Source: an optimization exercise on an open RTL-to-GDS flow (aim: small area, a short achievable clock period and few clock cycles per item). Production flows keep margins and buffers that such runs may drop.
In this exercise RTL edits were held to simulation tests only and were not proved equivalent to the original.
No activity file was given, so power comes from the tool's default toggle rates.

==> flow/config.mk <==
export PLATFORM = sky130hd
export DESIGN_NAME = sfn_fau
export DESIGN_NICKNAME = sfn_fau
export VERILOG_FILES = /design/flow/design.v
export SDC_FILE = /design/flow/constraint.sdc
export NUM_CORES = 8
export LEC_CHECK = 0
export CAP_MARGIN = 20
export CORE_MARGIN = 2
export CORE_UTILIZATION = 45
export SETUP_SLACK_MARGIN = 4
export SLEW_MARGIN = 20
==> flow/constraint.sdc <==
create_clock -name core_clock -period 11.0 [get_ports {clk}]
set_input_delay 2.2000 -clock core_clock [delete_from_list [all_inputs] [get_ports {clk}]]
set_output_delay 2.2000 -clock core_clock [all_outputs]
set_load 0.01 [all_outputs]
==> flow/design.v <==
module sfn_mont (
    input  wire        clk,
    input  wire        rst,
    input  wire        go,
    input  wire        short,
    input  wire        a_r,
    input  wire        b_r,
    input  wire [30:0] a_in,
    input  wire [30:0] b_in,
    input  wire [30:0] q,
    input  wire [32:0] q3,       
    input  wire [3:0]  qp,       
    output wire        rv,
    output wire [30:0] r
);
    reg [30:0] A;
    reg [27:0] B;        
    reg [31:0] Sh, Ch;
    reg [3:0]  tl;       
    reg [2:0]  tc;       
    reg [2:0]  cnt;
    reg        act, rvr;
    assign rv = rvr;
    function [3:0] mtab(input [6:0] i);
        case (i)
        7'd0: mtab = 4'd0;
        7'd1: mtab = 4'd1;
        7'd2: mtab = 4'd2;
        7'd3: mtab = 4'd3;
        7'd4: mtab = 4'd4;
        7'd5: mtab = 4'd5;
        7'd6: mtab = 4'd6;
        7'd7: mtab = 4'd7;
        7'd8: mtab = 4'd8;
        7'd9: mtab = 4'd9;
        7'd10: mtab = 4'd10;
        7'd11: mtab = 4'd11;
        7'd12: mtab = 4'd12;
        7'd13: mtab = 4'd13;
        7'd14: mtab = 4'd14;
        7'd15: mtab = 4'd15;
        7'd16: mtab = 4'd0;
        7'd17: mtab = 4'd3;
        7'd18: mtab = 4'd6;
        7'd19: mtab = 4'd9;
        7'd20: mtab = 4'd12;
        7'd21: mtab = 4'd15;
        7'd22: mtab = 4'd2;
        7'd23: mtab = 4'd5;
        7'd24: mtab = 4'd8;
        7'd25: mtab = 4'd11;
        7'd26: mtab = 4'd14;
        7'd27: mtab = 4'd1;
        7'd28: mtab = 4'd4;
        7'd29: mtab = 4'd7;
        7'd30: mtab = 4'd10;
        7'd31: mtab = 4'd13;
        7'd32: mtab = 4'd0;
        7'd33: mtab = 4'd5;
        7'd34: mtab = 4'd10;
        7'd35: mtab = 4'd15;
        7'd36: mtab = 4'd4;
        7'd37: mtab = 4'd9;
        7'd38: mtab = 4'd14;
        7'd39: mtab = 4'd3;
        7'd40: mtab = 4'd8;
        7'd41: mtab = 4'd13;
        7'd42: mtab = 4'd2;
        7'd43: mtab = 4'd7;
        7'd44: mtab = 4'd12;
        7'd45: mtab = 4'd1;
        7'd46: mtab = 4'd6;
        7'd47: mtab = 4'd11;
        7'd48: mtab = 4'd0;
        7'd49: mtab = 4'd7;
        7'd50: mtab = 4'd14;
        7'd51: mtab = 4'd5;
        7'd52: mtab = 4'd12;
        7'd53: mtab = 4'd3;
        7'd54: mtab = 4'd10;
        7'd55: mtab = 4'd1;
        7'd56: mtab = 4'd8;
        7'd57: mtab = 4'd15;
        7'd58: mtab = 4'd6;
        7'd59: mtab = 4'd13;
        7'd60: mtab = 4'd4;
        7'd61: mtab = 4'd11;
        7'd62: mtab = 4'd2;
        7'd63: mtab = 4'd9;
        7'd64: mtab = 4'd0;
        7'd65: mtab = 4'd9;
        7'd66: mtab = 4'd2;
        7'd67: mtab = 4'd11;
        7'd68: mtab = 4'd4;
        7'd69: mtab = 4'd13;
        7'd70: mtab = 4'd6;
        7'd71: mtab = 4'd15;
        7'd72: mtab = 4'd8;
        7'd73: mtab = 4'd1;
        7'd74: mtab = 4'd10;
        7'd75: mtab = 4'd3;
        7'd76: mtab = 4'd12;
        7'd77: mtab = 4'd5;
        7'd78: mtab = 4'd14;
        7'd79: mtab = 4'd7;
        7'd80: mtab = 4'd0;
        7'd81: mtab = 4'd11;
        7'd82: mtab = 4'd6;
        7'd83: mtab = 4'd1;
        7'd84: mtab = 4'd12;
        7'd85: mtab = 4'd7;
        7'd86: mtab = 4'd2;
        7'd87: mtab = 4'd13;
        7'd88: mtab = 4'd8;
        7'd89: mtab = 4'd3;
        7'd90: mtab = 4'd14;
        7'd91: mtab = 4'd9;
        7'd92: mtab = 4'd4;
        7'd93: mtab = 4'd15;
        7'd94: mtab = 4'd10;
        7'd95: mtab = 4'd5;
        7'd96: mtab = 4'd0;
        7'd97: mtab = 4'd13;
        7'd98: mtab = 4'd10;
        7'd99: mtab = 4'd7;
        7'd100: mtab = 4'd4;
        7'd101: mtab = 4'd1;
        7'd102: mtab = 4'd14;
        7'd103: mtab = 4'd11;
        7'd104: mtab = 4'd8;
        7'd105: mtab = 4'd5;
        7'd106: mtab = 4'd2;
        7'd107: mtab = 4'd15;
        7'd108: mtab = 4'd12;
        7'd109: mtab = 4'd9;
        7'd110: mtab = 4'd6;
        7'd111: mtab = 4'd3;
        7'd112: mtab = 4'd0;
        7'd113: mtab = 4'd15;
        7'd114: mtab = 4'd14;
        7'd115: mtab = 4'd13;
        7'd116: mtab = 4'd12;
        7'd117: mtab = 4'd11;
        7'd118: mtab = 4'd10;
        7'd119: mtab = 4'd9;
        7'd120: mtab = 4'd8;
        7'd121: mtab = 4'd7;
        7'd122: mtab = 4'd6;
        7'd123: mtab = 4'd5;
        7'd124: mtab = 4'd4;
        7'd125: mtab = 4'd3;
        7'd126: mtab = 4'd2;
        7'd127: mtab = 4'd1;
        default: mtab = 4'd0;
        endcase
    endfunction
    function [1:0] ltab(input [6:0] i);
        case (i)
        7'd0: ltab = 2'd0;
        7'd1: ltab = 2'd1;
        7'd2: ltab = 2'd1;
        7'd3: ltab = 2'd1;
        7'd4: ltab = 2'd1;
        7'd5: ltab = 2'd1;
        7'd6: ltab = 2'd1;
        7'd7: ltab = 2'd1;
        7'd8: ltab = 2'd1;
        7'd9: ltab = 2'd1;
        7'd10: ltab = 2'd1;
        7'd11: ltab = 2'd1;
        7'd12: ltab = 2'd1;
        7'd13: ltab = 2'd1;
        7'd14: ltab = 2'd1;
        7'd15: ltab = 2'd1;
        7'd16: ltab = 2'd0;
        7'd17: ltab = 2'd1;
        7'd18: ltab = 2'd1;
        7'd19: ltab = 2'd1;
        7'd20: ltab = 2'd1;
        7'd21: ltab = 2'd1;
        7'd22: ltab = 2'd1;
        7'd23: ltab = 2'd1;
        7'd24: ltab = 2'd1;
        7'd25: ltab = 2'd1;
        7'd26: ltab = 2'd1;
        7'd27: ltab = 2'd2;
        7'd28: ltab = 2'd1;
        7'd29: ltab = 2'd1;
        7'd30: ltab = 2'd2;
        7'd31: ltab = 2'd2;
        7'd32: ltab = 2'd0;
        7'd33: ltab = 2'd1;
        7'd34: ltab = 2'd1;
        7'd35: ltab = 2'd1;
        7'd36: ltab = 2'd1;
        7'd37: ltab = 2'd2;
        7'd38: ltab = 2'd1;
        7'd39: ltab = 2'd1;
        7'd40: ltab = 2'd1;
        7'd41: ltab = 2'd2;
        7'd42: ltab = 2'd2;
        7'd43: ltab = 2'd1;
        7'd44: ltab = 2'd1;
        7'd45: ltab = 2'd2;
        7'd46: ltab = 2'd2;
        7'd47: ltab = 2'd2;
        7'd48: ltab = 2'd0;
        7'd49: ltab = 2'd1;
        7'd50: ltab = 2'd1;
        7'd51: ltab = 2'd1;
        7'd52: ltab = 2'd1;
        7'd53: ltab = 2'd1;
        7'd54: ltab = 2'd2;
        7'd55: ltab = 2'd1;
        7'd56: ltab = 2'd1;
        7'd57: ltab = 2'd1;
        7'd58: ltab = 2'd2;
        7'd59: ltab = 2'd1;
        7'd60: ltab = 2'd1;
        7'd61: ltab = 2'd2;
        7'd62: ltab = 2'd2;
        7'd63: ltab = 2'd2;
        7'd64: ltab = 2'd0;
        7'd65: ltab = 2'd1;
        7'd66: ltab = 2'd1;
        7'd67: ltab = 2'd1;
        7'd68: ltab = 2'd1;
        7'd69: ltab = 2'd1;
        7'd70: ltab = 2'd1;
        7'd71: ltab = 2'd1;
        7'd72: ltab = 2'd1;
        7'd73: ltab = 2'd2;
        7'd74: ltab = 2'd1;
        7'd75: ltab = 2'd2;
        7'd76: ltab = 2'd1;
        7'd77: ltab = 2'd2;
        7'd78: ltab = 2'd1;
        7'd79: ltab = 2'd2;
        7'd80: ltab = 2'd0;
        7'd81: ltab = 2'd1;
        7'd82: ltab = 2'd1;
        7'd83: ltab = 2'd1;
        7'd84: ltab = 2'd1;
        7'd85: ltab = 2'd1;
        7'd86: ltab = 2'd1;
        7'd87: ltab = 2'd1;
        7'd88: ltab = 2'd1;
        7'd89: ltab = 2'd2;
        7'd90: ltab = 2'd1;
        7'd91: ltab = 2'd1;
        7'd92: ltab = 2'd1;
        7'd93: ltab = 2'd2;
        7'd94: ltab = 2'd2;
        7'd95: ltab = 2'd1;
        7'd96: ltab = 2'd0;
        7'd97: ltab = 2'd1;
        7'd98: ltab = 2'd1;
        7'd99: ltab = 2'd1;
        7'd100: ltab = 2'd1;
        7'd101: ltab = 2'd1;
        7'd102: ltab = 2'd1;
        7'd103: ltab = 2'd2;
        7'd104: ltab = 2'd1;
        7'd105: ltab = 2'd1;
        7'd106: ltab = 2'd2;
        7'd107: ltab = 2'd2;
        7'd108: ltab = 2'd1;
        7'd109: ltab = 2'd2;
        7'd110: ltab = 2'd2;
        7'd111: ltab = 2'd2;
        7'd112: ltab = 2'd0;
        7'd113: ltab = 2'd1;
        7'd114: ltab = 2'd1;
        7'd115: ltab = 2'd1;
        7'd116: ltab = 2'd1;
        7'd117: ltab = 2'd2;
        7'd118: ltab = 2'd2;
        7'd119: ltab = 2'd2;
        7'd120: ltab = 2'd1;
        7'd121: ltab = 2'd2;
        7'd122: ltab = 2'd2;
        7'd123: ltab = 2'd2;
        7'd124: ltab = 2'd1;
        7'd125: ltab = 2'd2;
        7'd126: ltab = 2'd2;
        7'd127: ltab = 2'd2;
        default: ltab = 2'd0;
        endcase
    endfunction
    function [35:0] sel4(input [1:0] s, input [35:0] x1, input [35:0] x3);
        case (s)
        2'd0:    sel4 = 36'd0;
        2'd1:    sel4 = x1;
        2'd2:    sel4 = {x1[34:0], 1'b0};
        default: sel4 = x3;
        endcase
    endfunction
    function [35:0] csx(input [35:0] a, input [35:0] b, input [35:0] c);
        csx = a ^ b ^ c;
    endfunction
    function [35:0] csc(input [35:0] a, input [35:0] b, input [35:0] c);
        csc = {(a[34:0] & b[34:0]) | (a[34:0] & c[34:0]) | (b[34:0] & c[34:0]), 1'b0};
    endfunction
    function [70:0] step(input [31:0] sh, input [31:0] ch, input [3:0] l, input [2:0] c,
                         input [30:0] a, input [3:0] d,
                         input [30:0] qq, input [32:0] qq3, input [3:0] qi);
        reg [4:0]  tt;
        reg [3:0]  m;
        reg [1:0]  lc;
        reg [35:0] pm0, pm1s, f0, f1, aw, p0, p1, p2, p3, e0, e1;
        reg [35:0] k1x, k1c, k2x, k2c, k3x, k3c, k4x, k4c, k5x, k5c, x, y;
        begin
            tt  = {1'b0, l} + {1'b0, c, 1'b0};
            m   = mtab({qi[3:1], tt[3:0]});
            lc  = ltab({qq[3:1], tt[3:0]});
            pm0 = sel4(m[1:0], {5'd0, qq}, {3'd0, qq3});
            pm1s = sel4(m[3:2], {5'd0, qq}, {3'd0, qq3});
            f0  = {4'd0, pm0[35:4]};
            f1  = {2'd0, pm1s[35:2]};
            aw  = {5'd0, a};
            p0  = aw & {36{d[0]}};
            p1  = {aw[34:0], 1'b0} & {36{d[1]}};
            p2  = {aw[33:0], 2'b0} & {36{d[2]}};
            p3  = {aw[32:0], 3'b0} & {36{d[3]}};
            e0  = {4'd0, sh};
            e1  = {4'd0, ch};
            k1x = csx(e0, e1, p0);   k1c = csc(e0, e1, p0) | {35'd0, tt[4]};
            k2x = csx(p1, p2, p3);   k2c = csc(p1, p2, p3);
            k3x = csx(k1x, k1c, k2x); k3c = csc(k1x, k1c, k2x);
            k4x = csx(k3x, k3c, k2c); k4c = csc(k3x, k3c, k2c) | {35'd0, lc[0] | lc[1]};
            k5x = csx(k4x, k4c, f0);  k5c = csc(k4x, k4c, f0) | {35'd0, lc[1]};
            x   = csx(k5x, k5c, f1);  y   = csc(k5x, k5c, f1);
            step = {x[35:4], y[35:4], x[3:0], y[3:1]};
        end
    endfunction
    wire [35:0] v0 = {Sh, tl}, v1 = {Ch, tc, 1'b0};
    wire [35:0] nq  = ~{5'd0, q};
    wire [35:0] rs = v0 + v1;                           
    wire [35:0] bx = csx(v0, v1, nq), bc = csc(v0, v1, nq) | 36'd1;
    wire [35:0] rm = bx + bc;                           
    wire        use_s = rm[35];
    assign r = use_s ? rs[30:0] : rm[30:0];
    wire [30:0] an  = a_r ? r  : a_in;
    wire [31:0] bn  = short ? 32'd1 : (b_r ? rs[31:0] : {1'b0, b_in});
    wire [70:0] s0 = step(32'd0, 32'd0, 4'd0, 3'd0, an, bn[3:0], q, q3, qp);
    wire [70:0] s1 = step(Sh, Ch, tl, tc, A, B[3:0], q, q3, qp);
    wire [70:0] s2 = step(s1[70:39], s1[38:7], s1[6:3], s1[2:0], A, B[7:4], q, q3, qp);
    always @(posedge clk) begin
        if (rst) begin
            act <= 1'b0;
            rvr <= 1'b0;
        end else if (go) begin
            A   <= an;
            B   <= bn[31:4];
            {Sh, Ch, tl, tc} <= s0;
            cnt <= short ? 3'd2 : 3'd4;
            act <= 1'b1;
            rvr <= 1'b0;
        end else if (act) begin
            {Sh, Ch, tl, tc} <= s2;
            B   <= {8'd0, B[27:8]};
            cnt <= cnt - 3'd1;
            if (cnt == 3'd1) begin
                act <= 1'b0;
                rvr <= 1'b1;
            end
        end
    end
endmodule
module sfn_fau (
    input  wire        clk,
    input  wire        rst,       
    input  wire        start,     
    input  wire [7:0]  opc,
    input  wire [30:0] q,         
    input  wire [31:0] a0,
    input  wire [31:0] a1,
    input  wire [31:0] b0,
    input  wire [31:0] b1,
    output wire        ready,
    output reg         done,
    output reg  [3:0]  err,
    output wire [30:0] res0,
    output wire [30:0] res1
);
    localparam [7:0] OP_FADD  = 8'h10, OP_FSUB  = 8'h11, OP_FMUL   = 8'h12,
                     OP_FINV  = 8'h13, OP_FSQRT = 8'h14,
                     OP_F2ADD = 8'h20, OP_F2SUB = 8'h21, OP_F2MUL  = 8'h22,
                     OP_F2INV = 8'h23, OP_F2SQRT= 8'h24, OP_F2NEG  = 8'h25;
    localparam [3:0] E_NOTINV = 4'd2, E_UNSUPMOD = 4'd3, E_NONCANON = 4'd4,
                     E_NOTSQ  = 4'd5, E_ILLEGAL  = 4'd6;
    localparam [5:0]
        S_IDLE = 6'd0,  S_CHK  = 6'd1,                  S_WR1  = 6'd3,
        S_FM1  = 6'd4,  S_FM2  = 6'd5,  S_FM3  = 6'd6,
        S_KM1  = 6'd7,                  S_KM2  = 6'd9,  S_KM3  = 6'd10,
        S_KM4  = 6'd11, S_KM5  = 6'd12,                 S_KM6  = 6'd14,
        S_KM7  = 6'd15,                 S_KM8  = 6'd17, S_KM9  = 6'd18,
        S_I1   = 6'd19, S_I2   = 6'd20, S_I3   = 6'd21, S_I3B  = 6'd22,
        S_I4   = 6'd23, S_I5   = 6'd24, S_I6   = 6'd25, S_I7   = 6'd26,
        S_I8   = 6'd27,
        S_GW   = 6'd28, S_GM   = 6'd29, S_GMW  = 6'd30, S_FX0  = 6'd31,
        S_FX1  = 6'd32,
        S_PRE1 = 6'd48, S_PRE2 = 6'd49,
        S_SQ0  = 6'd33, S_POW  = 6'd34, S_SQ1  = 6'd35, S_SQ2  = 6'd36,
        S_R5   = 6'd37, S_R6   = 6'd38, S_R6B  = 6'd39, S_R6C  = 6'd40,
        S_R7   = 6'd41, S_R8   = 6'd42, S_R8B  = 6'd43, S_R8C  = 6'd44,
        S_R9   = 6'd45, S_R10  = 6'd46, S_FIN  = 6'd47;
    reg [5:0]  st, pret, gret;
    reg        rdy;
    reg [7:0]  op;
    reg [30:0] qr;
    reg [32:0] q3r;
    reg [3:0]  qpr;
    reg [31:0] x0, x1, x2, x3;
    reg [30:0] z;                
    reg [5:0]  zsk;              
    reg [4:0]  tbr;              
    reg [4:0]  qtop;             
    assign ready = rdy;
    assign res0  = x0[30:0];
    assign res1  = x1[30:0];
    wire [30:0] w0 = x0[30:0], w1 = x1[30:0], w2 = x2[30:0], w3 = x3[30:0];
    function [3:0] qpf(input [3:0] qq);
        case (qq[3:1])
        3'd0: qpf = 4'd15;   
        3'd1: qpf = 4'd5;    
        3'd2: qpf = 4'd3;    
        3'd3: qpf = 4'd9;    
        3'd4: qpf = 4'd7;    
        3'd5: qpf = 4'd13;   
        3'd6: qpf = 4'd11;   
        default: qpf = 4'd1;  
        endcase
    endfunction
    function [4:0] topbit(input [31:0] x);    
        integer i;
        begin
            topbit = 5'd0;
            for (i = 0; i < 32; i = i + 1)
                if (x[i]) topbit = i[4:0];
        end
    endfunction
    wire [31:0] qp1 = {1'b0, qr} + 32'd1;     
    wire is_fp1  = (op == OP_FADD) || (op == OP_FSUB) || (op == OP_FMUL) ||
                   (op == OP_FINV) || (op == OP_FSQRT);
    wire is_fp2  = (op == OP_F2ADD) || (op == OP_F2SUB) || (op == OP_F2MUL) ||
                   (op == OP_F2INV) || (op == OP_F2SQRT) || (op == OP_F2NEG);
    wire two_op  = (op == OP_FADD) || (op == OP_FSUB) || (op == OP_FMUL) ||
                   (op == OP_F2ADD) || (op == OP_F2SUB) || (op == OP_F2MUL);
    wire need_q3 = is_fp2 || (op == OP_FSQRT);
    wire [31:0] qw = {1'b0, qr};
    wire noncanon = (x0 >= qw) || (two_op && (x2 >= qw)) ||
                    (is_fp2 && (x1 >= qw)) || (is_fp2 && two_op && (x3 >= qw));
    wire chk_ill = !is_fp1 && !is_fp2;
    wire chk_uns = need_q3 && (qr[1:0] != 2'b11);
    wire x0z = (x0 == 32'd0);
    wire x1z = (x1 == 32'd0);
    wire x2z = (x2 == 32'd0);
    reg         mgo, mshort, ma_r, mb_r;
    reg  [2:0]  ma_sel, mb_sel;   
    wire        mrv;
    wire [30:0] mr;
    reg  [30:0] u, v;
    reg  [30:0] ma_in, mb_in;
    always @* begin
        case (ma_sel)
        3'd0:    ma_in = w0;
        3'd1:    ma_in = w1;
        3'd2:    ma_in = w2;
        3'd3:    ma_in = w3;
        default: ma_in = u;
        endcase
        case (mb_sel)
        3'd0:    mb_in = w0;
        3'd1:    mb_in = w1;
        3'd2:    mb_in = w2;
        3'd3:    mb_in = w3;
        3'd4:    mb_in = u;
        default: mb_in = z;
        endcase
    end
    sfn_mont u_mul (
        .clk(clk), .rst(rst), .go(mgo), .short(mshort), .a_r(ma_r), .b_r(mb_r),
        .a_in(ma_in), .b_in(mb_in), .q(qr), .q3(q3r), .qp(qpr),
        .rv(mrv), .r(mr)
    );
    reg  [6:0]  fr;
    wire [2:0]  f_t = fr[6:4];
    wire [2:0]  f_o = fr[3:1];
    wire        f_sub = fr[0];
    reg  [30:0] fT, fO;
    always @* begin
        case (f_t)
        3'd0:    fT = w0;
        3'd1:    fT = w1;
        3'd2:    fT = w2;
        3'd3:    fT = w3;
        default: fT = 31'd0;
        endcase
        case (f_o)
        3'd0:    fO = w0;
        3'd1:    fO = w1;
        3'd2:    fO = w2;
        3'd3:    fO = w3;
        default: fO = 31'd0;
        endcase
    end
    wire [33:0] fTw = {3'd0, fT};
    wire [33:0] fOw = f_sub ? ~{3'd0, fO} : {3'd0, fO};
    wire [33:0] fQ  = f_sub ? {3'd0, qr} : ~{3'd0, qr};
    wire [33:0] fx0 = fTw ^ fOw;
    wire [33:0] fy0 = {fTw[32:0] & fOw[32:0], f_sub};
    wire [33:0] fx1 = fTw ^ fOw ^ fQ;
    wire [33:0] fy1 = {(fTw[32:0] & fOw[32:0]) | (fTw[32:0] & fQ[32:0]) | (fOw[32:0] & fQ[32:0]), 1'b1};
    wire [33:0] fn0 = fx0 + fy0;                         
    wire [33:0] fn1 = fx1 + fy1;                         
    wire        f_use1 = f_sub ? fn0[33] : ~fn1[33];
    wire [30:0] fres = f_use1 ? fn1[30:0] : fn0[30:0];
    localparam [1:0] G_OFF = 2'd0, G_DIV = 2'd1, G_JAC = 2'd2, G_DBL = 2'd3;
    reg  [1:0]  gm;
    reg         jt, jo;           
    reg  [5:0]  gcnt;
    reg         gsel;             
    wire        u1 = (u == 31'd1), v1 = (v == 31'd1), uz = (u == 31'd0);
    wire        gstop = u1 || v1 || uz;
    wire [31:0] duv = {1'b0, u} - {1'b0, v};
    wire [31:0] dvu = {1'b0, v} - {1'b0, u};
    wire        ue = ~u[0], ve = ~v[0];
    wire        gd = (gm == G_DIV);
    wire        ku2 = ~u[1];                
    wire        kv2 = ~v[1];
    wire        kd2 = ~(u[1] ^ v[1]);
    wire        gj2 = ue ? ku2 : ve ? kv2 : kd2;    
    wire        v35 = (v[2:0] == 3'd3) || (v[2:0] == 3'd5);
    wire        u35 = (u[2:0] == 3'd3) || (u[2:0] == 3'd5);
    wire        uv33 = u[1] & v[1];
    wire        ugt = ~duv[31];
    wire [31:0] dsh = ugt ? duv : dvu;
    wire [30:0] dres = kd2 ? {1'b0, dsh[31:2]} : dsh[31:1];
    wire        gstep = (gm == G_DIV || gm == G_JAC) && !gstop;
    wire [30:0] csum = fn0[30:0];         
    reg         zin_ar;
    wire [30:0] hzi = zin_ar ? w2 : z;
    wire        hz2 = !zin_ar && gj2 && (zsk == 6'd0);
    wire [1:0]  hzc = hz2 ? (2'd0 - hzi[1:0] * qr[1:0]) : {1'b0, hzi[0]};
    wire [32:0] hzq = (hzc == 2'd0) ? 33'd0 : (hzc == 2'd1) ? {2'b0, qr} :
                      (hzc == 2'd2) ? {1'b0, qr, 1'b0} : q3r;
    wire [32:0] hzs = {2'b0, hzi} + hzq;
    wire [30:0] hz  = hz2 ? hzs[32:2] : hzs[31:1];
    wire [32:0] d1 = {1'b0, u, 1'b0} - {2'b0, qr};
    wire [30:0] u2 = d1[32] ? {u[29:0], 1'b0} : d1[30:0];
    wire [32:0] d2 = {1'b0, u2, 1'b0} - {2'b0, qr};
    wire [30:0] u4 = d2[32] ? {u2[29:0], 1'b0} : d2[30:0];
    wire        dbl_done = (gm == G_DBL) && (gcnt == 6'd0);
    wire        jdone = (gm == G_JAC) && gstop;
    wire        jsq   = uz || !jt;
    reg         dgo;
    wire [6:0]  ndbl = ((op == OP_FMUL) ? 7'd48 : 7'd64) - {2'b0, qtop};
    wire [30:0] dbl0 = ndbl[0] ? (31'd1 << (qtop - 5'd1)) : (31'd1 << qtop);
    wire [5:0]  dcyc = ndbl[6:1] + {5'd0, ndbl[0]};
    reg         g_div, g_jac, g_off;
    reg  [1:0]  g_src;                    
    reg         g_za1;                    
    reg  [4:0]  pi;
    reg  [1:0]  pp;
    reg         pdone, pfirst, eb0, eb1, pwin, pbase, prib;
    wire        win = |(esh[30:0] & esh[31:1]);
    reg  [1:0]  jact;                     
    wire [4:0]  pim1 = pi - 5'd1;
    wire [4:0]  pim2 = pi - 5'd2;
    wire [4:0]  tbm2 = tbr - 5'd2;
    wire [4:0]  tbm1 = tbr - 5'd1;
    wire [31:0] esh  = qp1 >> 2;
    reg         p_start;
    reg         p_b;                      
    reg  [5:0]  p_ret;
    reg  [1:0]  p_jact;
    reg         fxd;                      
    reg  [5:0]  fret;
    function [6:0] fuc(input [5:0] ns, input [7:0] o, input fd, input gs);
        case (ns)
        S_CHK:  fuc = (o == OP_FADD || o == OP_F2ADD) ? {3'd0, 3'd2, 1'b0} :
                      (o == OP_FSUB || o == OP_F2SUB) ? {3'd0, 3'd2, 1'b1} :
                      (o == OP_F2NEG)                 ? {3'd4, 3'd0, 1'b1} :
                                                        {3'd0, 3'd1, 1'b0};   
        S_WR1:  fuc = (o == OP_F2NEG) ? {3'd4, 3'd1, 1'b1} :
                      (o == OP_F2ADD) ? {3'd1, 3'd3, 1'b0} : {3'd1, 3'd3, 1'b1};
        S_KM1:  fuc = {3'd2, 3'd3, 1'b0};      
        S_KM4:  fuc = {3'd1, 3'd3, 1'b1};      
        S_KM5:  fuc = {3'd1, 3'd3, 1'b0};      
        S_KM7:  fuc = {3'd1, 3'd2, 1'b1};      
        S_I3:   fuc = {3'd2, 3'd3, 1'b0};      
        S_I8:   fuc = {3'd4, 3'd1, 1'b1};      
        S_R6:   fuc = {3'd3, 3'd0, 1'b1};      
        S_R8:   fuc = {3'd2, 3'd3, 1'b1};      
        S_FX0:  fuc = gs ? {3'd4, {1'b0, fd, 1'b0}, 1'b1} : {{1'b0, fd, 1'b0}, 3'd4, 1'b0};   
        S_GW:   fuc = {3'd2, 3'd3, 1'b0};      
        S_FX1:  fuc = {{1'b0, fd, 1'b0}, {1'b0, fd, 1'b0}, 1'b0};   
        default: fuc = 7'd0;
        endcase
    endfunction
    reg  [5:0]  nst;
    reg         d_done;
    reg  [3:0]  d_err;
    reg  [2:0]  wx0, wx1, wx2, wx3;
    reg         set_gret, set_fx;
    reg  [5:0]  n_gret, n_fret;
    reg         n_fxd;
    always @* begin
        nst = st; d_done = 1'b0; d_err = 4'd0;
        wx0 = 3'd0; wx1 = 3'd0; wx2 = 3'd0; wx3 = 3'd0;
        mgo = 1'b0; mshort = 1'b0; ma_r = 1'b0; mb_r = 1'b0; ma_sel = 3'd0; mb_sel = 3'd0;
        g_div = 1'b0; g_jac = 1'b0; g_off = 1'b0; g_src = 2'd0; g_za1 = 1'b0;
        p_start = 1'b0; p_b = 1'b0; p_ret = S_IDLE; p_jact = 2'd0;
        set_gret = 1'b0; n_gret = S_IDLE;
        set_fx = 1'b0; n_fret = S_IDLE; n_fxd = 1'b0;
        zin_ar = 1'b0;
        if (gd && gstep) begin
            if (ue)        wx2 = gj2 ? 3'd7 : 3'd6;                       
            else if (ve)   wx3 = gj2 ? 3'd7 : 3'd6;                       
            else if (ugt)  begin wx3 = 3'd5; wx2 = gj2 ? 3'd7 : 3'd6; end  
            else           begin wx2 = 3'd5; wx3 = gj2 ? 3'd7 : 3'd6; end  
        end
        case (st)
        S_IDLE: ;
        S_CHK: begin
            if (chk_ill) begin
                d_err = E_ILLEGAL; d_done = 1'b1; nst = S_IDLE;
            end else if (chk_uns) begin
                d_err = E_UNSUPMOD; d_done = 1'b1; nst = S_IDLE;
            end else if (noncanon) begin
                d_err = E_NONCANON; d_done = 1'b1; nst = S_IDLE;
            end else begin
                case (op)
                OP_FADD, OP_FSUB: begin wx0 = 3'd1; d_done = 1'b1; nst = S_IDLE; end
                OP_F2ADD, OP_F2SUB, OP_F2NEG: begin wx0 = 3'd1; nst = S_WR1; end
                OP_FMUL: begin
                    mgo = 1'b1; ma_sel = 3'd0; mb_sel = 3'd2; nst = S_FM1;
                end
                OP_F2MUL: begin
                    mgo = 1'b1; ma_sel = 3'd0; mb_sel = 3'd2; wx0 = 3'd1; nst = S_KM1;   
                end
                OP_FINV: begin
                    if (x0z) begin
                        d_err = E_NOTINV; d_done = 1'b1; nst = S_IDLE;
                    end else begin
                        g_div = 1'b1; g_src = 2'd0;
                        set_gret = 1'b1; n_gret = S_FIN; nst = S_GW;
                        set_fx = 1'b1; n_fret = S_FIN; n_fxd = 1'b0;
                    end
                end
                OP_F2INV: begin
                    mgo = 1'b1; ma_sel = 3'd0; mb_sel = 3'd0; nst = S_I1;
                end
                OP_F2SQRT: begin
                    if (x1z) nst = S_SQ0;
                    else begin
                        mgo = 1'b1; ma_sel = 3'd0; mb_sel = 3'd0; nst = S_I1;
                    end
                end
                default: nst = S_SQ0;    
                endcase
            end
        end
        S_WR1: begin wx1 = 3'd1; d_done = 1'b1; nst = S_IDLE; end
        S_FIN: begin d_done = 1'b1; nst = S_IDLE; end
        S_FM1: if (mrv && dbl_done) begin
            mgo = 1'b1; ma_r = 1'b1; mb_sel = 3'd4; nst = S_FM2;
        end
        S_FM2: if (mrv) begin
            mgo = 1'b1; ma_r = 1'b1; mb_sel = 3'd4; nst = S_FM3;
        end
        S_FM3: if (mrv) begin wx0 = 3'd2; d_done = 1'b1; nst = S_IDLE; end
        S_KM1:  begin wx2 = 3'd1; nst = S_KM2; end                                        
        S_KM2: if (mrv) begin
            mgo = 1'b1; ma_sel = 3'd1; mb_sel = 3'd3; wx1 = 3'd2; nst = S_KM3;              
        end
        S_KM3: if (mrv) begin
            mgo = 1'b1; ma_sel = 3'd0; mb_sel = 3'd2; wx3 = 3'd2; nst = S_KM4;              
        end
        S_KM4:  begin wx0 = 3'd1; nst = S_KM5; end                                        
        S_KM5:  begin wx2 = 3'd1; nst = S_KM6; end                                        
        S_KM6: if (mrv && dbl_done) begin
            mgo = 1'b1; ma_sel = 3'd0; mb_sel = 3'd4; wx1 = 3'd2; nst = S_KM7;              
        end
        S_KM7:  begin wx1 = 3'd1; nst = S_KM8; end                                        
        S_KM8: if (mrv) begin
            mgo = 1'b1; ma_sel = 3'd1; mb_sel = 3'd4; wx0 = 3'd2; nst = S_KM9;
        end
        S_KM9: if (mrv) begin wx1 = 3'd2; d_done = 1'b1; nst = S_IDLE; end
        S_I1: if (mrv) begin
            mgo = 1'b1; ma_sel = 3'd1; mb_sel = 3'd1; wx2 = 3'd2; nst = S_I2;
        end
        S_I2: if (mrv) begin wx3 = 3'd2; nst = S_I3; end
        S_I3: begin wx2 = 3'd1; nst = S_I3B; end                                          
        S_I3B: begin
            if (op == OP_F2INV) begin
                if (x2z) begin
                    d_err = E_NOTINV; d_done = 1'b1; nst = S_IDLE;
                end else begin
                    g_div = 1'b1; g_src = 2'd3;
                    set_gret = 1'b1; n_gret = S_I5; nst = S_GW;
                    set_fx = 1'b1; n_fret = S_I5; n_fxd = 1'b1;
                end
            end else
                nst = S_I4;
        end
        S_I4: begin    
            g_jac = 1'b1; g_src = 2'd3;
            p_start = 1'b1; p_b = 1'b1; p_ret = S_R5; p_jact = 2'd1;
        end
        S_I5: begin
            mgo = 1'b1; ma_sel = 3'd0; mb_sel = 3'd2; nst = S_I6;
        end
        S_I6: if (mrv) begin
            mgo = 1'b1; ma_sel = 3'd1; mb_sel = 3'd2; wx0 = 3'd2; nst = S_I7;
        end
        S_I7: if (mrv) begin wx1 = 3'd2; nst = S_I8; end
        S_I8: begin wx1 = 3'd1; d_done = 1'b1; nst = S_IDLE; end                         
        S_GW: if (gstop) nst = S_GM;
        S_GM: begin
            mgo = 1'b1; ma_sel = gsel ? 3'd2 : 3'd3; mb_sel = 3'd5; nst = S_GMW;
        end
        S_GMW: if (mrv) begin
            if (fxd) wx2 = 3'd2; else wx0 = 3'd2;
            nst = (gsel || zsk != 6'd0) ? S_FX0 : gret;
        end
        S_FX0: begin                                                                      
            if (fxd) wx2 = 3'd1; else wx0 = 3'd1;
            nst = (zsk == 6'd0) ? fret : S_FX1;
        end
        S_FX1: begin                                                                      
            if (fxd) wx2 = 3'd1; else wx0 = 3'd1;
            if (zsk == 6'd1) nst = fret;
        end
        S_SQ0: begin
            g_jac = 1'b1; g_src = 2'd0;
            p_start = 1'b1; p_b = 1'b0; p_ret = S_SQ1;
            p_jact = (op == OP_FSQRT) ? 2'd1 : 2'd0;
        end
        S_SQ1: begin
            mgo = 1'b1; mshort = 1'b1; ma_r = !prib; ma_sel = 3'd0; nst = S_SQ2;
        end
        S_SQ2: if (mrv && jdone) begin
            if (op == OP_FSQRT) begin
                if (jsq) wx0 = 3'd2; else d_err = E_NOTSQ;
            end else begin
                if (jsq) begin wx0 = 3'd2; wx1 = 3'd3; end
                else     begin wx0 = 3'd3; wx1 = 3'd2; end
            end
            d_done = 1'b1; nst = S_IDLE;
        end
        S_POW: begin
            if (jdone && !jsq && jact == 2'd1) begin
                d_err = E_NOTSQ; d_done = 1'b1; nst = S_IDLE;
            end else if (jdone && !jsq && jact == 2'd2) begin
                nst = S_R8;
            end else if (mrv || pfirst) begin
                if (pp == 2'd1) begin
                    mgo = 1'b1; ma_r = 1'b1; mb_sel = pbase ? 3'd2 : 3'd0;
                end else if (pp == 2'd3) begin
                    mgo = 1'b1; ma_r = 1'b1; mb_sel = 3'd5;
                end else if (pp == 2'd2 || !pdone) begin
                    mgo = 1'b1;
                    if (pfirst) begin
                        ma_sel = pbase ? 3'd2 : 3'd0; mb_sel = pbase ? 3'd2 : 3'd0;
                    end else begin
                        ma_r = 1'b1; mb_r = 1'b1;
                    end
                end else
                    nst = pret;
            end
        end
        S_PRE1: if (mrv) begin             
            mgo = 1'b1; ma_r = 1'b1; mb_sel = pbase ? 3'd2 : 3'd0; nst = S_PRE2;
        end
        S_PRE2: if (mrv) nst = S_POW;
        S_R5: if (jdone) begin
            if (!jsq) begin
                d_err = E_NOTSQ; d_done = 1'b1; nst = S_IDLE;
            end else begin
                if (prib) wx3 = 3'd3; else wx3 = 3'd2;                                    
                nst = S_R6;
            end
        end
        S_R6:  begin wx2 = 3'd1; nst = S_R6B; end                                         
        S_R6B: begin zin_ar = 1'b1; nst = S_R6C; end                                      
        S_R6C: begin wx2 = 3'd4; nst = S_R7; end                                          
        S_R7: begin
            g_jac = 1'b1; g_src = 2'd3;
            p_start = 1'b1; p_b = 1'b1; p_ret = S_R9; p_jact = 2'd2;
        end
        S_R8:  begin g_off = 1'b1; wx2 = 3'd1; nst = S_R8B; end                           
        S_R8B: nst = S_R8C;
        S_R8C: begin p_start = 1'b1; p_b = 1'b1; p_ret = S_R9; p_jact = 2'd0; end
        S_R9: begin
            if (gm == G_JAC && !jdone) ;                  
            else if (gm == G_JAC && !jsq) nst = S_R8;
            else begin
                mgo = 1'b1; mshort = 1'b1; ma_r = !prib; ma_sel = 3'd2; nst = S_R10;
            end
        end
        S_R10: if (mrv) begin     
            wx1 = 3'd2; g_div = 1'b1; g_src = 2'd2; g_za1 = 1'b1;
            set_gret = 1'b1; n_gret = S_FIN; nst = S_GW;
            set_fx = 1'b1; n_fret = S_FIN; n_fxd = 1'b0;
        end
        default: nst = S_IDLE;
        endcase
        if (p_start) begin
            if (tbr == 5'd0)
                nst = p_ret;
            else if (win) begin                                          
                mgo = 1'b1; ma_sel = p_b ? 3'd2 : 3'd0; mb_sel = p_b ? 3'd2 : 3'd0;
                nst = S_PRE1;
            end else
                nst = S_POW;
        end
        if (g_div) begin
            wx2 = 3'd3; wx3 = 3'd4;
        end
    end
    always @(posedge clk) begin
        if (rst) begin
            st   <= S_IDLE;
            rdy  <= 1'b1;
            done <= 1'b0;
            gm   <= G_OFF;
            dgo  <= 1'b0;
        end else begin
            done <= d_done;
            if (d_done) err <= d_err;
            fr <= fuc((st == S_IDLE) ? S_CHK : nst, (st == S_IDLE) ? opc : op,
                      set_fx ? n_fxd : fxd, (st == S_GW) ? !u1 : gsel);
            if (st == S_IDLE) begin
                if (start) begin
                    op  <= opc; qr <= q; qpr <= qpf(q[3:0]);
                    x0  <= a0; x1 <= a1; x2 <= b0; x3 <= b1;
                    rdy <= 1'b0;
                    st  <= S_CHK;
                end
            end else begin
                st  <= nst;
                if (d_done) rdy <= 1'b1;
                case (wx0)
                3'd1: x0 <= {1'b0, fres};
                3'd2: x0 <= {1'b0, mr};
                3'd3: x0 <= 32'd0;
                default: ;
                endcase
                case (wx1)
                3'd1: x1 <= {1'b0, fres};
                3'd2: x1 <= {1'b0, mr};
                3'd3: x1 <= 32'd0;
                default: ;
                endcase
                case (wx2)
                3'd1: x2 <= {1'b0, fres};
                3'd2: x2 <= {1'b0, mr};
                3'd3: x2 <= 32'd0;
                3'd4: x2 <= {1'b0, z};
                3'd5: x2 <= {1'b0, csum};
                3'd6: x2 <= {x2[30:0], 1'b0};
                3'd7: x2 <= {x2[29:0], 2'b0};
                default: ;
                endcase
                case (wx3)
                3'd1: x3 <= {1'b0, fres};
                3'd2: x3 <= {1'b0, mr};
                3'd3: x3 <= x2;
                3'd4: x3 <= 32'd1;
                3'd5: x3 <= {1'b0, csum};
                3'd6: x3 <= {x3[30:0], 1'b0};
                3'd7: x3 <= {x3[29:0], 2'b0};
                default: ;
                endcase
            end
            dgo <= (st == S_CHK) && (op == OP_FMUL || op == OP_F2MUL);
            if (st == S_CHK) begin
                qtop <= topbit({1'b0, qr});
                q3r  <= {2'b00, qr} + {1'b0, qr, 1'b0};
                tbr  <= topbit(qp1) - 5'd2;
            end
            if (set_gret) gret <= n_gret;
            if (set_fx) begin fret <= n_fret; fxd <= n_fxd; end
            if (g_div) begin
                z   <= g_za1 ? w1 : 31'd1;
                zsk <= g_za1 ? 6'd31 : 6'd32;
            end else if (st == S_PRE2 && mrv) begin
                z   <= mr;                       
            end else if (zin_ar) begin
                z   <= hz;
            end else if (gd && gstep) begin
                if (zsk > {5'd0, gj2}) zsk <= zsk - (gj2 ? 6'd2 : 6'd1);
                else begin
                    zsk <= 6'd0;
                    if (zsk == 6'd0 || (zsk == 6'd1 && gj2)) z <= hz;
                end
            end else if (st == S_FX1 && zsk != 6'd0) begin
                zsk <= zsk - 6'd1;
            end
            if (p_start) begin
                pbase  <= p_b;
                jact   <= p_jact;
                pret   <= p_ret;
                prib   <= (tbr == 5'd0);
                pwin   <= win;
                pi     <= tbm1;
                eb0    <= esh[tbm1];
                eb1    <= (tbm1 != 5'd0) && esh[tbm2];
                pdone  <= 1'b0;
                pp     <= 2'd0;
                pfirst <= 1'b1;
            end else if (st == S_PRE2 && mrv) begin
                if (eb0) begin                   
                    pfirst <= 1'b0;
                    pdone  <= (pi == 5'd0);
                    pi     <= pim1;
                    eb0    <= esh[pim1];
                    eb1    <= (pim1 != 5'd0) && esh[pim2];
                end
            end else if (st == S_POW && (mrv || pfirst) && !(jdone && !jsq && jact != 2'd0)) begin
                pfirst <= 1'b0;
                if (pp == 2'd1 || pp == 2'd3)
                    pp <= 2'd0;
                else if (pp == 2'd2)
                    pp <= 2'd3;
                else if (!pdone) begin
                    if (eb0 && pwin && eb1 && pi != 5'd0) begin
                        pp    <= 2'd2;
                        pdone <= (pi == 5'd1);
                        pi    <= pim2;
                        eb0   <= esh[pim2];
                        eb1   <= (pim2 != 5'd0) && esh[pi - 5'd3];
                    end else begin
                        pp    <= eb0 ? 2'd1 : 2'd0;
                        pdone <= (pi == 5'd0);
                        pi    <= pim1;
                        eb0   <= esh[pim1];
                        eb1   <= (pim1 != 5'd0) && esh[pim2];
                    end
                end
            end
            if (g_div || g_jac) begin
                gm <= g_div ? G_DIV : G_JAC;
                u  <= (g_src == 2'd0) ? w0 : (g_src == 2'd2) ? mr : w2;
                v  <= qr;
                jt <= 1'b0; jo <= 1'b0;
            end else if (g_off) begin
                gm <= G_OFF;
            end else if (dgo) begin
                gm   <= G_DBL;
                u    <= dbl0;
                gcnt <= dcyc;
            end else if (gm == G_DBL) begin
                if (gcnt != 6'd0) begin
                    u    <= u4;
                    gcnt <= gcnt - 6'd1;
                end
            end else if (gm == G_DIV || gm == G_JAC) begin
                if (gstop) begin
                    gsel <= !u1;
                end else begin
                    if (ue) begin
                        u  <= ku2 ? u >> 2 : u >> 1;
                        if (!ku2 && v35) jt <= ~jt;
                    end else if (ve) begin
                        v  <= kv2 ? v >> 2 : v >> 1;
                        if (!kv2 && u35) jt <= ~jt;
                    end else if (ugt) begin
                        u  <= dres;
                        jo <= 1'b0;
                        jt <= jt ^ (jo & uv33) ^ (!kd2 & v35);
                    end else begin
                        v  <= dres;
                        jo <= 1'b1;
                        jt <= jt ^ (~jo & uv33) ^ (!kd2 & u35);
                    end
                end
            end
        end
    end
endmodule
==> flow/run.sh <==
#!/bin/bash
# synth_recipe.tcl (not shown) runs the flow's synth.tcl, then flattens the netlist and writes it again
# the make line also repeats each setting of config.mk as NAME=value (left out here)
make -C /OpenROAD-flow-scripts/flow DESIGN_CONFIG=/design/flow/config.mk WORK_HOME=/design/flow/orfs CLKGATE_MAP_FILE= SYNTH_SCRIPT=/design/flow/synth_recipe.tcl finish
==> impl_metrics.tcl, run 1 <==
set metrics [dict create \
    worstMarginPinSlew_ps 1350 \
    syn_inst 9032 \
    hp-class "register to register" \
    hpwl_mm 314 \
    crit_buf_inv 6 \
    syn-num-nets 10363 \
    drcViolationCount 0 \
    wl_per_cell_um 35.9 \
    clkLatencyLatePin_ps 770 \
    first_global_vias 75375 \
    async_flop_share_pct 0 \
    initial_utilization_pct 45.2 \
    fin_nets 10669 \
    pin_count 238 \
    antenna_left 0 \
    worstPathArrival_ps 7610 \
    layout_min_cycle_time_ps 7130 \
    cts.clk_slew.worst_paths_ps 60 \
    grt_remaining_overflow 0 \
    yosysWarnings 2 \
    drv_slew 0 \
    critPathKind "register to register" \
    drv_cap 0 \
    rows 151 \
    antenna_found_initial 33 \
    core_area_mm2 0.169 \
    cp_top_family "adder cells" \
    rsz0062_at_grt "yes" \
    hold_buffers 0 \
    utilization_pct 53.6 \
    tritoncts "yes" \
    end_kind "register" \
    ys_ff_latch 500 \
    syn2layout_area_growth_pct 18.5 \
    viasPerCell 6.94 \
    die_h_um 416 \
    syn-mean-instance-area_um2 8.47 \
    fin_setup_tns_ps 0 \
    first_iter_violations 12530 \
    worstPathMaxFanout 13 \
    die_x_um 416 \
    fmax_mhz 140 \
    drive_above_1_share_pct 15.1 \
    synth_edf_count 487 \
    required_ps 11480 \
    clock_path_buffers 3 \
    finalHoldViolCount 0 \
    cts-root-buf "clkbuf_16" \
    skew_ps 54.0 \
    cts_made_buffers 76 \
    fillers 15805 \
    vias 80691 \
    slowest_stage "a41o_1" \
    ys_types 105 \
    start_kind "register" \
    ys_seq_area_share_pct 19.5 \
    cpPeakStageDelay_ps 620 \
    dieArea_mm2 0.173 \
    grt_max_degree 84 \
    min_period_over_period_pct 64.8 \
    first_pass_iters 14 \
    setup_violations 0 \
    cts_max_level 3 \
    ir_worst_vdd_uv 242 \
    port_buffers 236 \
    grt_usage_pct 46.0 \
    grt_pass1_wl_mm 572 \
    gp_congestion 1.09 \
    syn_area_mm2 0.0765 \
    p_per_area_mw_per_mm2 128 \
    synth_flop_cell "edfxtp_1" \
    status "finished clean" \
    path_cells "buf_4 -> buf_12 -> ha_4 -> nand3_4 -> buf_4 -> nor2_1 -> xnor2_1 -> nor2_1 -> a311oi_2 -> nand4_1 -> buf_6 -> and3_4 -> a211oi_4 -> buf_12 -> buf_4 -> mux2i_1 -> nand2_1 -> a41o_1 -> nor2_1 -> ha_4 -> fa_1 -> ha_1 -> ha_1 -> mux2_4" \
    p_leak_nw 37.5 \
    wirelength_mm 418 \
    max_slew_margin_pct 8.77 \
    cts.sinks 500 \
]
==> layer usage <==
metal | share of wire, % | GRT usage, % | vias to the layer above
li1 | - | - | 33353
met1 | 38 | 59.9 | 39797
met5 | 0.092 | 0.917 | -
met4 | 8.2 | 29.7 | 28
met2 | 40 | 65.3 | 6032
met3 | 14 | 14.8 | 1481
==> final cells by class <==
class                           instances  area (um2)  area share [%]
Antenna cell                           14        35.0          0.0387
Clock buffer                           92        1980            2.19
Clock inverter                         48         492           0.543
Inverter                              684        2650            2.92
Multi-Input combinational cell       7239       59500            65.6
Sequential cell                       500       14900            16.4
Tap cell                             2218        2780            3.06
Timing Repair Buffer                  836        8320            9.18
Timing Repair inverter                  1        8.76         0.00967
==> report_power, final <==
group	total, W	internal, W	switching, W
Combinational	0.00649	0.00268	0.00380
Sequential	0.00247	0.00233	0.000133
Clock	0.00261	0.00148	0.00113
==> tightest hold or removal path: stages, from the launching register on <==
cell	delay (ps)
dfxtp_1	320
a21oi_1	60
nand2_1	60
==> cell usage in the layout, fill, tap and decap left out, types with 56 or more instances in the layout <==
| master | n |
|---|---|
| a211oi_1 | 92 |
| a21o_1 | 157 |
| a21oi_1 | 677 |
| a221oi_1 | 129 |
| a222oi_1 | 61 |
| a22oi_1 | 104 |
| a31oi_1 | 101 |
| and2_1 | 248 |
| and3_1 | 59 |
| buf_12 | 57 |
| buf_4 | 447 |
| buf_6 | 59 |
| clkbuf_16 | 89 |
| clkdlybuf4s50_1 | 236 |
| edfxtp_1 | 487 |
| fa_1 | 485 |
| ha_1 | 594 |
| inv_1 | 634 |
| mux2_2 | 131 |
| mux2i_1 | 264 |
| nand2_1 | 836 |
| nand2b_1 | 66 |
| nand3_1 | 153 |
| nand4_1 | 76 |
| nor2_1 | 641 |
| nor2b_1 | 69 |
| nor3_1 | 132 |
| nor4_1 | 56 |
| o21a_1 | 59 |
| o21ai_0 | 477 |
| o22ai_1 | 71 |
| xnor2_1 | 253 |
| xor2_1 | 110 |
==> flip-flops by register name (all words and copies together) (netlist names), 32 cells and up <==
name      cells
u_mul.Ch     32
x0           32
x1           32
x2           32
x3           32
q3r          33
==> through the flow <==
stage               hold slack (ps)  power (W)  worst slack [ps]  instances  cell area, um2
floorplan                       492    0.00593              3990       9032           76700
global placement                453    0.00780              1360      11190           82000
detailed placement              462    0.00786              2190      11198           82200
CTS                             476     0.0107              3800      11464           87300
global route                    489     0.0120              3820      11618           90600
finish                          472     0.0116              3870      11632           90600
==> timing repair <==
action | in CTS | in global routing
gates cloned | 9 | 15
pin swaps | 50 | 167
endpoints found under the setup margin | 164 | 161
buffers inserted | 117 | 138
gates resized for setup | 303 | 399
==> cells in the mapped netlist, drive strengths merged, types with 138 or more instances <==
cell type / number / area, um2
buf: 141 / 823
nand2: 886 / 3330
nand3: 160 / 811
a31oi: 138 / 870
a21oi: 703 / 3520
nor3: 145 / 736
fa: 493 / 9870
nor2: 664 / 2490
xnor2: 273 / 2390
o21ai: 550 / 2750
ha: 668 / 8360
mux2: 169 / 1900
mux2i: 272 / 2720
inv: 672 / 2520
edfxtp: 487 / 14600
clkbuf: 473 / 1780
and2: 253 / 1580
a21o: 158 / 1190
==> worst paths after layout <==
| kind | endpoint | cells past startpoint | from | slack [ps] |
|---|---|---|---|---|
| min | rdy | 2 | rdy | 470 |
| max reg2reg | u_mul.Sh[25] | 24 | qr[4] | 3870 |
| min reg2reg | rdy | 2 | rdy | 470 |
| max | u_mul.Sh[25] | 24 | qr[4] | 3870 |
==> kinds of logic (layout without fill, tap and decap cells) <==
logic type | count (synthesis) | after routing | share of synthesized area, %
adder cells (fa/ha/maj) | 1161 | 1161 | 23.8
AND/OR/NAND/NOR | 2618 | 2622 | 16.2
AO/OA/AOI/OAI | 2596 | 2597 | 22.3
other | 1 | 15 | 0.00490
flip-flops | 500 | 500 | 19.5
buffers and inverters | 1298 | 1661 | 6.76
XOR/XNOR | 384 | 384 | 4.40
multiplexers | 474 | 474 | 7.02
Testbench counts, summed over its fixed seeds: cycles 65,694, ops 1,600.
==> inputs of run 2 (changes only) <==
--- a/flow/design.v
+++ b/flow/design.v
@@ -398,7 +398,7 @@
         S_I1   = 6'd19, S_I2   = 6'd20, S_I3   = 6'd21, S_I3B  = 6'd22,
         S_I4   = 6'd23, S_I5   = 6'd24, S_I6   = 6'd25, S_I7   = 6'd26,
         S_I8   = 6'd27,
-        S_GW   = 6'd28, S_GM   = 6'd29, S_GMW  = 6'd30, S_FX0  = 6'd31,
+        S_GW   = 6'd28,                 S_GMW  = 6'd30, S_FX0  = 6'd31,
         S_FX1  = 6'd32,
         S_PRE1 = 6'd48, S_PRE2 = 6'd49,
         S_SQ0  = 6'd33, S_POW  = 6'd34, S_SQ1  = 6'd35, S_SQ2  = 6'd36,
@@ -415,7 +415,6 @@
     reg [30:0] z;                
     reg [5:0]  zsk;              
     reg [4:0]  tbr;              
-    reg [4:0]  qtop;             
     assign ready = rdy;
     assign res0  = x0[30:0];
     assign res1  = x1[30:0];
@@ -554,8 +553,9 @@
     wire        dbl_done = (gm == G_DBL) && (gcnt == 6'd0);
     wire        jdone = (gm == G_JAC) && gstop;
     wire        jsq   = uz || !jt;
-    reg         dgo;
-    wire [6:0]  ndbl = ((op == OP_FMUL) ? 7'd48 : 7'd64) - {2'b0, qtop};
+    wire        dgo = (st == S_IDLE) && start && (opc == OP_FMUL || opc == OP_F2MUL);
+    wire [4:0]  qtop = topbit({1'b0, q});                   
+    wire [6:0]  ndbl = ((opc == OP_FMUL) ? 7'd48 : 7'd64) - {2'b0, qtop};
     wire [30:0] dbl0 = ndbl[0] ? (31'd1 << (qtop - 5'd1)) : (31'd1 << qtop);
     wire [5:0]  dcyc = ndbl[6:1] + {5'd0, ndbl[0]};
     reg         g_div, g_jac, g_off;
@@ -717,21 +717,27 @@
         end
         S_I7: if (mrv) begin wx1 = 3'd2; nst = S_I8; end
         S_I8: begin wx1 = 3'd1; d_done = 1'b1; nst = S_IDLE; end                         
-        S_GW: if (gstop) nst = S_GM;
-        S_GM: begin
-            mgo = 1'b1; ma_sel = gsel ? 3'd2 : 3'd3; mb_sel = 3'd5; nst = S_GMW;
+        S_GW: if (gstop) begin
+            mgo = 1'b1; ma_sel = u1 ? 3'd3 : 3'd2; mb_sel = 3'd5; nst = S_GMW;
         end
         S_GMW: if (mrv) begin
             if (fxd) wx2 = 3'd2; else wx0 = 3'd2;
-            nst = (gsel || zsk != 6'd0) ? S_FX0 : gret;
+            if (gsel || zsk != 6'd0) nst = S_FX0;
+            else if (gret == S_FIN) begin d_done = 1'b1; nst = S_IDLE; end
+            else nst = gret;
         end
         S_FX0: begin                                                                      
             if (fxd) wx2 = 3'd1; else wx0 = 3'd1;
-            nst = (zsk == 6'd0) ? fret : S_FX1;
+            if (zsk != 6'd0) nst = S_FX1;
+            else if (fret == S_FIN) begin d_done = 1'b1; nst = S_IDLE; end
+            else nst = fret;
         end
         S_FX1: begin                                                                      
             if (fxd) wx2 = 3'd1; else wx0 = 3'd1;
-            if (zsk == 6'd1) nst = fret;
+            if (zsk == 6'd1) begin
+                if (fret == S_FIN) begin d_done = 1'b1; nst = S_IDLE; end
+                else nst = fret;
+            end
         end
         S_SQ0: begin
             g_jac = 1'b1; g_src = 2'd0;
@@ -813,8 +819,10 @@
             else if (win) begin                                          
                 mgo = 1'b1; ma_sel = p_b ? 3'd2 : 3'd0; mb_sel = p_b ? 3'd2 : 3'd0;
                 nst = S_PRE1;
-            end else
+            end else begin                                               
+                mgo = 1'b1; ma_sel = p_b ? 3'd2 : 3'd0; mb_sel = p_b ? 3'd2 : 3'd0;
                 nst = S_POW;
+            end
         end
         if (g_div) begin
             wx2 = 3'd3; wx3 = 3'd4;
@@ -826,7 +834,6 @@
             rdy  <= 1'b1;
             done <= 1'b0;
             gm   <= G_OFF;
-            dgo  <= 1'b0;
         end else begin
             done <= d_done;
             if (d_done) err <= d_err;
@@ -875,9 +882,7 @@
                 default: ;
                 endcase
             end
-            dgo <= (st == S_CHK) && (op == OP_FMUL || op == OP_F2MUL);
             if (st == S_CHK) begin
-                qtop <= topbit({1'b0, qr});
                 q3r  <= {2'b00, qr} + {1'b0, qr, 1'b0};
                 tbr  <= topbit(qp1) - 5'd2;
             end
@@ -905,12 +910,21 @@
                 pret   <= p_ret;
                 prib   <= (tbr == 5'd0);
                 pwin   <= win;
-                pi     <= tbm1;
-                eb0    <= esh[tbm1];
-                eb1    <= (tbm1 != 5'd0) && esh[tbm2];
-                pdone  <= 1'b0;
-                pp     <= 2'd0;
-                pfirst <= 1'b1;
+                if (win) begin
+                    pi     <= tbm1;
+                    eb0    <= esh[tbm1];
+                    eb1    <= (tbm1 != 5'd0) && esh[tbm2];
+                    pdone  <= 1'b0;
+                    pp     <= 2'd0;
+                    pfirst <= 1'b1;
+                end else begin           
+                    pi     <= tbm2;
+                    eb0    <= esh[tbm2];
+                    eb1    <= (tbm2 != 5'd0) && esh[tbr - 5'd3];
+                    pdone  <= (tbm1 == 5'd0);
+                    pp     <= esh[tbm1] ? 2'd1 : 2'd0;
+                    pfirst <= 1'b0;
+                end
             end else if (st == S_PRE2 && mrv) begin
                 if (eb0) begin                   
                     pfirst <= 1'b0;
--- a/flow/config.mk
+++ b/flow/config.mk
@@ -7,6 +7,6 @@
 export LEC_CHECK = 0
 export CAP_MARGIN = 20
 export CORE_MARGIN = 2
-export CORE_UTILIZATION = 45
-export SETUP_SLACK_MARGIN = 4
+export CORE_UTILIZATION = 35
+export SETUP_SLACK_MARGIN = 4.5
 export SLEW_MARGIN = 20
==> impl_metrics.tcl, run 2 <==
set metrics [dict create \
    tritoncts "yes" \
    syn_area_mm2 0.0773 \
    r2r_slack_ps 3690 \
    core_area_mm2 0.220 \
    worstPathMaxFanout 8 \
    antenna_found_initial 40 \
    p_leak_nw 38.5 \
    ys_types 120 \
    max_slew_margin_pct 9.64 \
    first_global_vias 79190 \
    initial_utilization_pct 35.2 \
    cts.clk_slew.worst_paths_ps 80 \
    fin_nets 10820 \
    syn-mean-instance-area_um2 8.50 \
    cts_max_level 3 \
    r2r_end "u_mul.tl[0]" \
    p_per_area_mw_per_mm2 119 \
    first_iter_violations 12311 \
    hpwl_mm 342 \
    first_pass_iters 14 \
    start_kind "register" \
    cts-root-buf "clkbuf_16" \
    synth_area_leaders "edfxtp_1 (19%), fa_1 (13%), ha_1 (11%), nand2_1 (4.9%), a21oi_1 (4.5%)" \
    synth.top_cell.area_share_pct 18.7 \
    synthAdderAreaFrac_pct 23.4 \
    pin_count 238 \
    p_clk_share_pct 23.2 \
    yosys.cell_count.top_type "nand2_1" \
    grt_max_degree 154 \
    reg2reg_depth 30 \
    finalHoldViolCount 0 \
    async_flop_share_pct 0 \
    ir_worst_vdd_uv 125 \
    vias 83299 \
    synthSimpleGateAreaFrac_pct 16.2 \
    hold_buffers 0 \
    ys_seq_area_share_pct 19.0 \
    drive_above_1_share_pct 17.1 \
    min_path_cells 2 \
    worstPathArrival_ps 7780 \
    rsz0062_at_grt "yes" \
    setup_violations 0 \
    die_x_um 474 \
    wl_per_cell_um 37.0 \
    dieArea_mm2 0.225 \
    synth_compound_area_share_pct 23.4 \
    port_buffers 236 \
    fmax_mhz 137 \
    drcViolationCount 0 \
    worstMarginPinSlew_ps 1360 \
    clkLatencyLatePin_ps 780 \
    synth_xor_area_share_pct 4.27 \
    syn_inst 9099 \
    antenna_left 0 \
    switching_share_pct 43.7 \
    syn-num-nets 10421 \
    wirelength_mm 465 \
    yosys.area.top_type "edfxtp_1" \
    grt_pass1_wl_mm 628 \
    viasPerCell 6.64 \
    synth_edf_count 482 \
    switchingPower_w 0.00488 \
    fillers 21660 \
    grt_remaining_overflow 0 \
    synth_commonest_cells "nand2_1 (1,003), inv_1 (706), a21oi_1 (689)" \
    slowest_stage "fa_2" \
    synth_flop_cell "edfxtp_1" \
    power_frac_comb_pct 55.5 \
    final_common_cell "nand2_1" \
    skew_ps 66.4 \
    end_kind "register" \
    rows 172 \
    die_h_um 474 \
    layout_common_cells "nand2_1 (987), inv_1 (673), nor2_1 (612)" \
    grt_usage_pct 39.6 \
    intPower_w 0.00629 \
    drv_cap 0 \
    synth_top_family_by_area "adder cells" \
    regMostFlops "q3r" \
    cp_common_cell "fa_2" \
    min_period_over_period_pct 66.5 \
    pwr-share-seq_pct 21.4 \
    yosysWarnings 2 \
    drv_slew 0 \
    syn2layout_area_growth_pct 21.0 \
    layout_min_cycle_time_ps 7310 \
    hold_ws_ps 476 \
    largest_reg_flops 33 \
    gp_congestion 1.08 \
    synthMuxAreaShare_pct 6.62 \
    required_ps 11460 \
    critPathKind "register to register" \
    fin_setup_tns_ps 0 \
    ys_ff_latch 494 \
    cpPeakStageDelay_ps 660 \
    hp-class "register to register" \
    status "finished clean" \
    rr_startpoint "u_mul.tl[1]" \
    hp-start "rdy" \
    whs_endpoint "rdy" \
    cts_made_buffers 75 \
    cts.sinks 494 \
    clock_path_buffers 3 \
]
-- run 2: changes by cell type after synthesis, moves of 24 or more --
cell	before	now
a221oi_1	132	214
inv_1	670	706
nand3_1	158	134
buf_2	25	62
mux2_2	166	141
mux2i_1	272	210
a211oi_1	101	70
clkbuf_1	473	445
nand2_1	886	1003
o21ai_0	529	466
nor2_1	663	636
-- run 2: worst max path at each step --
stage          cells after the start  slack, ps            to   startpoint
2_1_floorplan                     30       4100  u_mul.Sh[24]  u_mul.tl[1]
3_3_place_gp                      24       1830   u_mul.Sh[7]  u_mul.tc[0]
3_5_place_dp                      21       2150   u_mul.Sh[3]       qr[20]
4_1_cts                           30       3750  u_mul.Sh[24]  u_mul.tc[0]
5_1_grt                           30       3540   u_mul.tl[0]  u_mul.tc[0]
6_report                          30       3690   u_mul.tl[0]  u_mul.tl[1]
-- run 2: cell type report --
class | count | area [um2] | share of cell area (%)
antenna | 33 | 82.6 | 0.0883
clock buffer | 97 | 2070 | 2.22
clock inverter | 39 | 372 | 0.397
inverter | 712 | 2770 | 2.96
multi-input combinational | 7279 | 60600 | 64.8
sequential | 494 | 14700 | 15.7
tap | 2958 | 3700 | 3.96
timing repair buffer | 935 | 9220 | 9.86
timing repair inverter | 1 | 3.75 | 0.00401
-- run 2: cells by family (layout without fill, tap and decap cells) --
| kind of cell | Yosys count | in the layout |
|---|---|---|
| other | 1 | 34 |
| DFF | 494 | 494 |
| adders and majority gates | 1152 | 1152 |
| AOI/OAI and AO/OA | 2648 | 2650 |
| buffers and inverters | 1335 | 1784 |
| muxes | 420 | 420 |
| xor gates and xnor gates | 374 | 374 |
| and+or+nand+nor | 2675 | 2682 |
-- run 2: power by group through the flow --
stage | combinational, W | sequential (W) | clock (W)
6_report | 0.00619 | 0.00239 | 0.00259
4_1_cts | 0.00577 | 0.00237 | 0.00259
3_5_place_dp | 0.00517 | 0.00241 | 0
3_3_place_gp | 0.00518 | 0.00241 | 0
5_1_grt | 0.00657 | 0.00238 | 0.00264
2_1_floorplan | 0.00334 | 0.00239 | 0
-- run 2: through the flow --
stage / setup WS [ps] / instances / area, um2 / total power (W) / util (%)
after floorplan: 4100 / 9099 / 77700 / 0.00573 / -
after global placement: 1830 / 12029 / 83900 / 0.00760 / 38.2
after detailed placement: 2150 / 12032 / 84000 / 0.00758 / 38.2
after CTS: 3750 / 12355 / 90100 / 0.0107 / 41.0
after global routing: 3540 / 12520 / 93500 / 0.0116 / 42.5
final: 3690 / 12548 / 93600 / 0.0112 / 42.6
-- run 2: repair_timing --
| action | CTS | global route |
|---|---|---|
| setup buffers | 160 | 146 |
| setup endpoints to repair | 374 | 253 |
| resized for setup | 422 | 410 |
| pin swaps | 85 | 177 |
| gates cloned | 27 | 11 |
-- run 2: metal layers --
metal | global-route usage, % | vias up | share of wire [%]
met1 | 48.6 | 41237 | 37
li1 | - | 33953 | -
met2 | 57.8 | 6441 | 41
met3 | 13.4 | 1642 | 13
met4 | 27.8 | 26 | 8.8
met5 | 0 | - | 0.034
-- run 2: worst max-delay path, delay by kind of cell, from the launching register on --
kind | cells | cell delay, ps
adders and majority gates | 8 | 3110
AOI/OAI and AO/OA | 11 | 1720
and+or+nand+nor | 5 | 570
muxes | 1 | 510
DFF | 1 | 450
buffers and inverters | 4 | 380
xor gates and xnor gates | 1 | 210
Testbench counts of run 2, summed over its fixed seeds: cycles 63,893, ops 1,600.

==> static timing again, ports no longer ideal <==
In the flow no input, the clock included, has a driving cell. The finished layouts below were timed again as built, in two steps. Step 1 assumes that a clkbuf_16 drives the clock port and a buf_2 every other input. Step 2 adds t to the input delays and takes it off the output delays; t is the mean of the earliest and latest rising clock arrival at the registers after step 1. Input paths then give back, and output paths get back, about the clock's delay inside the block. a / b / c = ideal / step 1 / step 2; a / b = the first two.
| run | t, ns | setup slack, ns | worst setup path after step 2 | worst register clock-pin slew, ns | pins driven straight from the clock port |
|---|---|---|---|---|---|
| run 1 | 0.845 | 3.874 / 3.874 / 3.874 | register to register | 0.07 / 0.07 | 1 |
| run 2 | 0.846 | 3.685 / 3.685 / 3.685 | register to register | 0.08 / 0.08 | 1 |
After both steps setup and hold are still met in every run listed.
